Source: an optimization exercise on an open RTL-to-GDS flow (aim: small area, a short achievable clock period and few clock cycles). Production flows keep margins and buffers that such runs may drop.
Where RTL was checked, it was by simulation tests only, not by an equivalence proof against the original.
Power and IR drop assume default switching activity.

==> flow/design.v <==
module somagic_video_core (
    input  wire        clk,
    input  wire        rst,           
    input  wire [11:0] cfg_bpl,       
    input  wire [9:0]  cfg_lpf,       
    input  wire        in_valid,
    input  wire [7:0]  in_data,
    output wire        in_ready,
    input  wire        ret_valid,
    input  wire [1:0]  ret_buf,
    output reg         wr_valid,
    output wire [1:0]  wr_buf,
    output reg  [22:0] wr_off,
    output reg  [7:0]  wr_data,
    output reg         done_valid,
    output wire [1:0]  done_buf,
    output reg  [31:0] done_seq,
    output wire [22:0] done_bytes,
    output reg         done_err,
    output wire [2:0]  done_reason
);
    localparam [1:0] S_HUNT = 2'd0, S_SYNC1 = 2'd1, S_SYNC2 = 2'd2, S_TRC = 2'd3;
    reg  [9:0]  blk_pos;
    reg         blk_video;      
    wire is_hdr = (blk_pos[9:2] == 8'd0);
    wire d_ff   = (in_data == 8'hFF);
    wire d_00   = (in_data == 8'h00);
    wire d_aa   = (in_data == 8'hAA);
    wire take   = in_valid && !bk2;
    wire [9:0] blk_pos_inc = blk_pos + 10'd1;
    wire vb     = take && !is_hdr && blk_video;
    reg  [1:0]  sync_state;
    reg         bk1, bk2;       
    reg  [7:0]  bk_d;
    reg         rdy;            
    reg         ev_pix, ev_trc;
    reg  [7:0]  ev_d;
    assign in_ready = rdy;
    wire h_pix  = vb && sync_state == S_HUNT  && !d_ff;           
    wire s1_f   = vb && sync_state == S_SYNC1 && !d_00;           
    wire s2_f   = vb && sync_state == S_SYNC2 && !d_00;           
    wire trc    = vb && sync_state == S_TRC   && !d_00;
    wire fail   = s1_f || s2_f;
    always @(posedge clk) begin
        if (rst) begin
            blk_pos    <= 10'd0;
            sync_state <= S_HUNT;
            bk1        <= 1'b0;
            bk2        <= 1'b0;
            rdy        <= 1'b1;
            ev_pix     <= 1'b0;
            ev_trc     <= 1'b0;
        end else begin
            if (take) blk_pos <= blk_pos_inc;
            if (vb) begin
                case (sync_state)
                    S_HUNT:  if (d_ff) sync_state <= S_SYNC1;
                    S_SYNC1: sync_state <= d_00 ? S_SYNC2 : S_HUNT;
                    S_SYNC2: sync_state <= d_00 ? S_TRC : S_HUNT;
                    default: sync_state <= S_HUNT;
                endcase
            end
            ev_pix <= bk1 || bk2 || h_pix || fail;
            ev_trc <= trc;
            bk2    <= s2_f;
            rdy    <= !s2_f;
            bk1    <= bk2 || (bk1 ? h_pix : s1_f);
        end
        if (take && blk_pos[9:2] == 8'd0)
            blk_video <= (blk_pos[1] ? d_00 : d_aa) && (blk_pos[1:0] == 2'd0 || blk_video);
        ev_d <= bk2 ? 8'h00 : (bk1 ? bk_d : (sync_state[0] ^ sync_state[1] ? 8'hFF : in_data));
        if (!bk2) bk_d <= in_data;
    end
    reg         in_blank;
    reg         cur_valid;
    reg  [1:0]  cur_buf;
    reg         on_second;
    reg  [11:0] col_left;       
    reg  [9:0]  lines_left;     
    reg  [9:0]  alc_left;       
    reg         jump;           
    reg         full;           
    reg         eol;            
    reg         alc_short;      
    reg  [22:0] bytes_written;
    reg         done_short;
    reg         acq_d;          
    reg  [1:0]  avail_q [0:3];
    reg  [2:0]  av_rd, av_wr;
    wire        av_empty = (av_rd == av_wr);
    wire sav   = ev_trc && !ev_d[4];
    wire eav   = ev_trc &&  ev_d[4];
    wire sav_f = ev_d[6];
    wire sav_v = ev_d[5];
    wire live        = ev_pix && !in_blank && cur_valid;
    wire pix_write   = live && !full;
    wire pix_ovf     = live && full;
    wire f2_sav      = sav && cur_valid && sav_f && !on_second;
    wire short_field = f2_sav && alc_short;
    wire field_two   = f2_sav && !alc_short;
    wire frame_done  = sav && cur_valid && !sav_f && on_second;
    wire finalize    = short_field || frame_done || pix_ovf;
    wire acquire     = sav && !sav_f && !sav_v && (!cur_valid || frame_done) && !av_empty;
    wire fstart      = acquire || field_two;
    assign wr_buf      = cur_buf;
    assign done_buf    = cur_buf;
    assign done_bytes  = bytes_written;
    assign done_reason = {done_err, 1'b0, done_short};
    wire [12:0] off_lo   = {1'b0, wr_off[11:0]} + (jump ? {1'b0, cfg_bpl} : 13'd0) + 13'd1;
    wire [10:0] off_hi1  = wr_off[22:12] + 11'd1;
    wire [22:0] off_next = {off_lo[12] ? off_hi1 : wr_off[22:12], off_lo[11:0]};
    always @(posedge clk) begin
        if (rst) begin
            in_blank   <= 1'b1;
            cur_valid  <= 1'b0;
            wr_valid   <= 1'b0;
            done_valid <= 1'b0;
            done_seq   <= 32'd0;
            avail_q[0] <= 2'd0;
            avail_q[1] <= 2'd1;
            avail_q[2] <= 2'd2;
            avail_q[3] <= 2'd3;
            av_rd      <= 3'd0;
            av_wr      <= 3'd4;
        end else begin
            wr_valid   <= pix_write;
            done_valid <= finalize;
            done_seq   <= done_seq + {31'd0, done_valid};
            if (eav) in_blank <= 1'b1;
            if (sav) in_blank <= sav_v;
            if (finalize) cur_valid <= 1'b0;
            if (acquire) cur_valid <= 1'b1;
            if (acq_d) av_rd <= av_rd + 3'd1;
            if (ret_valid) begin
                avail_q[av_wr[1:0]] <= ret_buf;
                av_wr <= av_wr + 3'd1;
            end
        end
        wr_data    <= ev_d;
        acq_d      <= acquire;
        done_err   <= short_field || pix_ovf;
        done_short <= short_field;
        if (acq_d) cur_buf <= avail_q[av_rd[1:0]];
        if (acquire) on_second <= 1'b0;
        else if (field_two) on_second <= 1'b1;
        if (pix_write)
            bytes_written <= (done_valid || !cur_valid) ? 23'd1 : bytes_written + 23'd1;
        else if (done_valid || !cur_valid)
            bytes_written <= 23'd0;
        if (fstart) begin
            col_left   <= cfg_bpl;
            lines_left <= cfg_lpf;
            alc_left   <= cfg_lpf;
            jump       <= field_two;
            wr_off     <= 23'h7FFFFF;
            full       <= 1'b0;       
            eol        <= 1'b0;       
            alc_short  <= 1'b1;
        end else begin
            if (pix_write) begin
                wr_off <= off_next;
                jump   <= eol;
                if (eol) begin
                    col_left   <= cfg_bpl;
                    lines_left <= lines_left - 10'd1;
                    full       <= (lines_left == 10'd1);
                    eol        <= 1'b0;
                end else begin
                    col_left <= col_left - 12'd1;
                    eol      <= (col_left == 12'd2);
                end
            end
            if (eav && cur_valid && !in_blank && alc_short) begin
                alc_left  <= alc_left - 10'd1;
                alc_short <= (alc_left != 10'd1);
            end
        end
    end
endmodule
export LEC_CHECK = 0
export CAP_MARGIN = 20
export CORE_MARGIN = 2
export CORE_UTILIZATION = 40
export CTS_BUF_LIST = sky130_fd_sc_hd__clkbuf_8
export SLEW_MARGIN = 20
create_clock -name core_clock -period 10.5 [get_ports {clk}]
standard.sh (not shown) runs the stock make flow with config.mk's settings and CLKGATE_MAP_FILE= SYNTH_SCRIPT=/design/flow/synth_recipe.tcl, a recipe that flattens the netlist after the stock synthesis.
==> flow/flow/run.sh <==
#!/bin/bash
export BUFFER_PORTS_ARGS="-buffer_cell sky130_fd_sc_hd__buf_1"
export SETUP_SLACK_MARGIN=7.2
bash standard.sh > standard.log 2>&1
The baseline finished with timing, DRC and antenna clean.
Next try:
==> flow/design.v (replaced) <==
module somagic_video_core (
    input  wire        clk,
    input  wire        rst,           
    input  wire [11:0] cfg_bpl,       
    input  wire [9:0]  cfg_lpf,       
    input  wire        in_valid,
    input  wire [7:0]  in_data,
    output wire        in_ready,
    input  wire        ret_valid,
    input  wire [1:0]  ret_buf,
    output reg         wr_valid,
    output wire [1:0]  wr_buf,
    output reg  [22:0] wr_off,
    output reg  [7:0]  wr_data,
    output reg         done_valid,
    output wire [1:0]  done_buf,
    output reg  [31:0] done_seq,
    output wire [22:0] done_bytes,
    output reg         done_err,
    output wire [2:0]  done_reason
);
    localparam [1:0] S_HUNT = 2'd0, S_SYNC1 = 2'd1, S_SYNC2 = 2'd2, S_TRC = 2'd3;
    reg  [9:0]  blk_pos;
    reg         blk_video;      
    wire is_hdr = (blk_pos[9:2] == 8'd0);
    wire d_ff   = (in_data == 8'hFF);
    wire d_00   = (in_data == 8'h00);
    wire d_aa   = (in_data == 8'hAA);
    wire take   = in_valid && rdy;
    wire [9:0] blk_pos_inc = blk_pos + 10'd1;
    wire vb     = take && !is_hdr && blk_video;
    reg  [1:0]  sync_state;
    reg         inj_ff;         
    reg         inj_00;         
    reg         rdy;            
    reg         ev_pix, ev_trc;
    reg  [7:0]  ev_d;
    assign in_ready = rdy;
    wire hold   = inj_ff || inj_00;
    wire h_pix  = vb && sync_state == S_HUNT  && !d_ff;
    wire s1_f   = vb && sync_state == S_SYNC1 && !d_00;
    wire s2_f   = vb && sync_state == S_SYNC2 && !d_00;
    wire trc    = vb && sync_state == S_TRC   && !d_00;
    wire fail   = s1_f || s2_f;
    wire inj_00_n = s2_f || (inj_00 && inj_ff);
    always @(posedge clk) begin
        if (rst) begin
            blk_pos    <= 10'd0;
            sync_state <= S_HUNT;
            inj_ff     <= 1'b0;
            inj_00     <= 1'b0;
            rdy        <= 1'b1;
            ev_pix     <= 1'b0;
            ev_trc     <= 1'b0;
        end else begin
            if (take) blk_pos <= blk_pos_inc;
            if (vb) begin
                case (sync_state)
                    S_HUNT:  if (d_ff) sync_state <= S_SYNC1;
                    S_SYNC1: sync_state <= d_00 ? S_SYNC2 : S_HUNT;
                    S_SYNC2: sync_state <= d_00 ? S_TRC : S_HUNT;
                    default: sync_state <= S_HUNT;
                endcase
            end
            if (!hold) ev_pix <= h_pix || fail;
            ev_trc <= trc;
            inj_ff <= fail;
            inj_00 <= inj_00_n;
            rdy    <= !(fail || inj_00_n);
        end
        if (take && blk_pos[9:2] == 8'd0)
            blk_video <= (blk_pos[1] ? d_00 : d_aa) && (blk_pos[1:0] == 2'd0 || blk_video);
        if (!hold) ev_d <= in_data;
    end
    reg         in_blank;
    reg         cur_valid;
    reg  [1:0]  cur_buf;
    reg         on_second;
    reg  [11:0] col_left;       
    reg  [9:0]  lines_left;     
    reg  [9:0]  alc_left;       
    reg         jump;           
    reg  [22:0] bytes_written;
    reg         done_short;
    reg         acq_d;          
    reg  [1:0]  avail_q [0:3];
    reg  [2:0]  av_rd, av_wr;
    wire        av_empty = (av_rd == av_wr);
    wire sav   = ev_trc && !ev_d[4];      
    wire eav   = ev_trc &&  ev_d[4];
    wire sav_f = ev_d[6];
    wire sav_v = ev_d[5];
    wire full        = (lines_left == 10'd0);
    wire eol         = (col_left == 12'd1);
    wire alc_short   = (alc_left != 10'd0);
    wire a_pix       = ev_pix || hold;      
    wire live        = a_pix && !in_blank && cur_valid;
    wire pix_write   = live && !full;
    wire pix_ovf     = live && full;
    wire f2_sav      = sav && cur_valid && sav_f && !on_second;
    wire short_field = f2_sav && alc_short;
    wire field_two   = f2_sav && !alc_short;
    wire frame_done  = sav && cur_valid && !sav_f && on_second;
    wire finalize    = short_field || frame_done || pix_ovf;
    wire acquire     = sav && !sav_f && !sav_v && (!cur_valid || frame_done) && !av_empty;
    wire fstart      = acquire || field_two;
    assign wr_buf      = cur_buf;
    assign done_buf    = cur_buf;
    assign done_bytes  = bytes_written;
    assign done_reason = {done_err, 1'b0, done_short};
    wire [22:0] off_next = wr_off + (jump ? {11'd0, col_left} : 23'd0) + 23'd1;
    always @(posedge clk) begin
        if (rst) begin
            in_blank   <= 1'b1;
            cur_valid  <= 1'b0;
            wr_valid   <= 1'b0;
            done_valid <= 1'b0;
            done_seq   <= 32'd0;
            avail_q[0] <= 2'd0;
            avail_q[1] <= 2'd1;
            avail_q[2] <= 2'd2;
            avail_q[3] <= 2'd3;
            av_rd      <= 3'd0;
            av_wr      <= 3'd4;
        end else begin
            wr_valid   <= pix_write;
            done_valid <= finalize;
            done_seq   <= done_seq + {31'd0, done_valid};
            if (eav) in_blank <= 1'b1;
            if (sav) in_blank <= sav_v;
            if (finalize) cur_valid <= 1'b0;
            if (acquire) cur_valid <= 1'b1;
            if (acq_d) av_rd <= av_rd + 3'd1;
            if (ret_valid) begin
                avail_q[av_wr[1:0]] <= ret_buf;
                av_wr <= av_wr + 3'd1;
            end
        end
        wr_data    <= inj_ff ? 8'hFF : (inj_00 ? 8'h00 : ev_d);
        acq_d      <= acquire;
        done_err   <= short_field || pix_ovf;
        done_short <= short_field;
        if (acq_d) cur_buf <= avail_q[av_rd[1:0]];
        if (acquire) on_second <= 1'b0;
        else if (field_two) on_second <= 1'b1;
        if (pix_write)
            bytes_written <= (done_valid || !cur_valid) ? 23'd1 : bytes_written + 23'd1;
        else if (done_valid || !cur_valid)
            bytes_written <= 23'd0;
        if (fstart) begin
            col_left   <= cfg_bpl;
            lines_left <= cfg_lpf;
            alc_left   <= cfg_lpf;
            jump       <= field_two;
            wr_off     <= 23'h7FFFFF;
        end else begin
            if (pix_write) begin
                wr_off <= off_next;
                jump   <= eol;
                if (eol) begin
                    col_left   <= cfg_bpl;
                    lines_left <= lines_left - 10'd1;
                end else begin
                    col_left <= col_left - 12'd1;
                end
            end
            if (eav && cur_valid && !in_blank && alc_short) begin
                alc_left  <= alc_left - 10'd1;
            end
        end
    end
endmodule
After rerunning: Worst hold slack gains 120 ps; worst setup slack gains 320 ps; core utilization went down by 1.9 points; combinational power went down by 55%; routed wire length went down by 4.4%; power went down by 4.8%; die area went down by 3.0%; design area went down by 5.5%; global-route usage went down by 0.49 points; clock skew went down by 3.8 ps; non-clock buffer count went down by 12.
Testbench counts after the change, summed over its fixed seeds: cycles 1,179,870.
Only the layout flow was run in the first run of this note; the RTL was not checked for function there.

==> separate check: timing with driven ports <==
No port has a modelled driver above. Below, the same layouts with a new extraction and two added sets of constraints.
Step 1 (the two cells are an assumption about what drives the block):
set clk [get_ports {clk}]
set_driving_cell -lib_cell sky130_fd_sc_hd__clkbuf_16 $clk
set_driving_cell -lib_cell sky130_fd_sc_hd__buf_2 [delete_from_list [all_inputs] $clk]
Step 2 times the ports against the registers' clock, not the clock port: input delays grow and output delays shrink by t, the midpoint of the rising clock arrivals with the driver on.
a / b / c = ideal ports / drivers / drivers and shift; a / b = the first two.
| run | t, ns | setup WS [ns] | pins driven straight from the clock port |
|---|---|---|---|
| the first run | 0.487 | 6.951 / 6.963 / 6.476 | 1 |
| the second run | 0.495 | 7.276 / 7.235 / 7.116 | 1 |
After both steps every run listed still meets setup and hold. The setup slack of the first run, which loses most, moves by +0.012 ns with the drivers and by -0.475 ns with both steps.
